This is an optimization exercise on Yosys and OpenROAD, whose aim is small area, a short achievable clock period and few clock cycles per item, not a production implementation. Where RTL was checked, it was by simulation tests only, not by an equivalence proof against the original. Power figures rest on the tool's default switching activity, not on a simulated workload.

## run a
Design crc_link, start of the top module:
module crc_link (
  input  wire        clk,
  input  wire        rst,
  input  wire        cmd_valid,
  output wire        cmd_ready,
  input  wire [3:0]  cmd_code,
  input  wire [15:0] cmd_a,
  input  wire [7:0]  cmd_b,
  output reg         resp_valid,
  output reg         resp_ok,
  output reg  [15:0] resp_data,
  output wire        rx_req,
  input  wire        rx_valid,
  input  wire [7:0]  rx_data,
  input  wire        rx_end,
  output wire        tx_valid,
  output wire [7:0]  tx_data,
  input  wire        tx_ready,
  input  wire        tx_fail
);
Size: about 2300 cells after synthesis.
export LEC_CHECK = 0
export CAP_MARGIN = 20
export CORE_MARGIN = 2
export CORE_UTILIZATION = 60
export CTS_BUF_LIST = sky130_fd_sc_hd__clkbuf_16
export CTS_CLUSTER_DIAMETER = 100
export CTS_CLUSTER_SIZE = 20
export PLACE_DENSITY = 0.7
export SLEW_MARGIN = 20
export TNS_END_PERCENT = 100
create_clock -name core_clock -period 10.0 [get_ports {clk}]
standard.sh (not shown) runs the stock make flow with config.mk's settings and CLKGATE_MAP_FILE= SYNTH_SCRIPT=/design/flow/synth_recipe.tcl, a recipe that flattens the netlist after the stock synthesis.
==> flow/flow/run.sh <==
#!/bin/bash
# Standard layout, asking the timing repair for more setup margin.
set -euo pipefail
bash standard.sh SETUP_SLACK_MARGIN=7 finish > make_finish.log 2>&1
Run a: all stages complete, timing, DRC and antenna checks passed
Testbench counts of run a, summed over its fixed seeds: cycles 19,184, frames 256.
> inputs changed (run a -> run b)
-- flow/design.v --
<<< run a, line 188
  wire rcv_now = fresh & !busy_e & mode_d & (cmd_code == C_RECEIVE) & !enc_pend & !xw;
  wire to_q   = fresh & !direct & !rcv_now;
  wire end_e = c_wait & stream_free;
  wire okn = (ok_end & stream_free) | (end_e & res_ok);
  wire fn  = fail_f | (end_e & !res_ok);
  wire dn  = done_f | okn;
  wire df  = dn | fn;
  wire [15:0] status = {5'd0, fn, dn, busy & !okn & !end_e, match_q, 1'b0, err, df, df, 1'b0, fn};
  wire [2:0]  rk = mode_d ? cmd_a[2:0] : a[2:0];
  reg  [15:0] rdst_val;
>>> run b, line 188
  wire rcv_now = fresh & !busy_e & mode_d & (cmd_code == C_RECEIVE) & !enc_pend & !xw;
  wire to_q   = fresh & !direct & !rcv_now;
  wire okn = (ok_end | (c_wait & res_ok)) & stream_free;
  wire dn  = done_f | okn;
  wire df  = done_f | fail_f | okn;
  wire [15:0] status = {5'd0, fail_f, dn, busy & !okn, match_q, 1'b0, err, df, df, 1'b0, fail_f};
  wire [2:0]  rk = mode_d ? cmd_a[2:0] : a[2:0];
  reg  [15:0] rdst_val;
[summary]
Going from run a to run b, the global-route met1 utilization was found to have gone up by 1.0 points.
Adder-cell share of the synthesized area: run b vs run a — no meaningful difference
Run b vs run a, overall die area went down by 1.6%.
In the reports for run b and run a, the smaller fraction of the mapped netlist area in compound gates belongs to run b.
Comparing run b and run a, the lower growth of design area from synthesis to finish is on run a.
Worst setup slack: run b < run a
Cmp run b vs run a: tap cell instance count lower in run b
[run b] relative area of non-clock buffer cells in the final design rose 0.66 points relative to run a
| sequential cell area share | higher: run b |
Going from run a to run b, sequential fraction of the synthesis area rose by 1.0 points, clock power stayed essentially flat, starting density of the core rose by 0.19 points, data arrival time of the critical path rose by 70 ps.
Average size of a mapped cell sits higher in run b than in run a.
Function not checked in run b: the RTL went through the layout flow alone.

* * *

Another version of the RTL of crc_link (not shown whole).
Size: ~2500 cells after synthesis, ~690 flip-flops, about 72 I/O pins.
Design crc_link, start of the top module:
module crc_link (
  input  wire        clk,
  input  wire        rst,
  input  wire        cmd_valid,
  output wire        cmd_ready,
  input  wire [3:0]  cmd_code,
  input  wire [15:0] cmd_a,
  input  wire [7:0]  cmd_b,
  output reg         resp_valid,
  output reg         resp_ok,
  output reg  [15:0] resp_data,
  output wire        rx_req,
  input  wire        rx_valid,
  input  wire [7:0]  rx_data,
  input  wire        rx_end,
  output wire        tx_valid,
  output wire [7:0]  tx_data,
  input  wire        tx_ready,
  input  wire        tx_fail
);
==> flow/config.mk <==
export PLATFORM = sky130hd
export DESIGN_NAME = crc_link
export DESIGN_NICKNAME = crc_link
export VERILOG_FILES = /design/flow/design.v
export SDC_FILE = /design/flow/constraint.sdc
export NUM_CORES = 8
export LEC_CHECK = 0
export CAP_MARGIN = 20
export CORE_MARGIN = 2
export CORE_UTILIZATION = 60
export CTS_BUF_LIST = sky130_fd_sc_hd__clkbuf_16
export CTS_CLUSTER_DIAMETER = 100
export CTS_CLUSTER_SIZE = 20
export PLACE_DENSITY = 0.7
export SLEW_MARGIN = 20
export TNS_END_PERCENT = 100
==> flow/constraint.sdc <==
create_clock -name core_clock -period 10.0 [get_ports {clk}]
set_input_delay 2.0000 -clock core_clock [delete_from_list [all_inputs] [get_ports {clk}]]
set_output_delay 2.0000 -clock core_clock [all_outputs]
set_load 0.01 [all_outputs]
Scripts as last shown in full above: flow/flow/run.sh
Change:
--- a/flow/design.v
+++ b/flow/design.v
@@ -64,29 +64,20 @@
   reg c_rop, c_rack, c_rlen, c_rpay, c_ran, c_top, c_ta1, c_trest, c_ta2, c_wait;
   assign cmd_ready = rdy_q;
   assign rx_req    = rx_req_q;
   assign tx_valid  = tx_valid_q;
   assign tx_data   = tx_q;
   wire [7:0] b0 = bv[7:0];
   wire [7:0] b1 = bv[15:8];
-  wire [7:0]  grp = 8'd1 << ra[4:2];
   reg  [15:0] port;
-  reg  [15:0] gw;
   integer j;
   always @* begin
     port = 16'h0000;
-    for (j = 0; j < 8; j = j + 1) begin
-      case (ra[1:0])
-        2'd0:    gw = bv[64*j      +: 16];
-        2'd1:    gw = bv[64*j + 16 +: 16];
-        2'd2:    gw = bv[64*j + 32 +: 16];
-        default: gw = bv[64*j + 48 +: 16];
-      endcase
-      port = port | (gw & {16{grp[j]}});
-    end
+    for (j = 0; j < 32; j = j + 1)
+      port = port | (bv[16*j +: 16] & {16{ra == j}});
   end
   integer k;
   wire [15:0] ca = cmd_a;
   wire i_hi7z = (ca[15:7] == 9'd0);
   wire i_hi6z = i_hi7z & !ca[6];
   wire i_le64 = i_hi6z | (i_hi7z & (ca[5:0] == 6'd0));
   wire i_ge2  = |ca[15:1];
Outcome:
- design area increases by about 0.65%
- count of clock-buffer cells in the layout stays the same
- sequential cell count does not change
- non-clock buffer count increases by 25
- cell count increases by about 1.1%
- setup slack is better by 43 ps
- clock skew decreases by 4.6 ps
- power decreases by 6.1%
- synthesized cell count increases by about 0.7%
- clock power hardly moves
- synthesized area increases by 1.1%
No run of this note included a check of the RTL's function; only the layout flow was run.

[port drivers added, routing unchanged]
Ports are ideal in the flow. The routed layouts listed here were re-timed in OpenROAD. Step 1 (the two cells are an assumption about what drives the block):
set clk [get_ports {clk}]
set_driving_cell -lib_cell sky130_fd_sc_hd__clkbuf_16 $clk
set_driving_cell -lib_cell sky130_fd_sc_hd__buf_2 [delete_from_list [all_inputs] $clk]
Step 2 times the ports against the registers' clock, not the clock port: input delays grow and output delays shrink by t, the midpoint of the rising clock arrivals with the driver on. Slacks: no drivers / after step 1 / after step 2; pairs: no drivers / after step 1.
run	shift t [ns]	setup WS [ns]	worst register clock-pin slew, ns
run a	0.661	6.835 / 6.773 / 6.252	0.10 / 0.10
run b	0.673	6.772 / 6.714 / 6.248	0.10 / 0.10
the first run of note 2	0.657	6.784 / 6.746 / 6.254	0.10 / 0.10
the second run of note 2	0.657	6.827 / 6.776 / 6.200	0.10 / 0.10
After both steps every run listed still meets setup and hold. For the second run of note 2, which loses most, drivers alone change the setup slack by -0.051 ns; drivers and shift together by -0.627 ns.
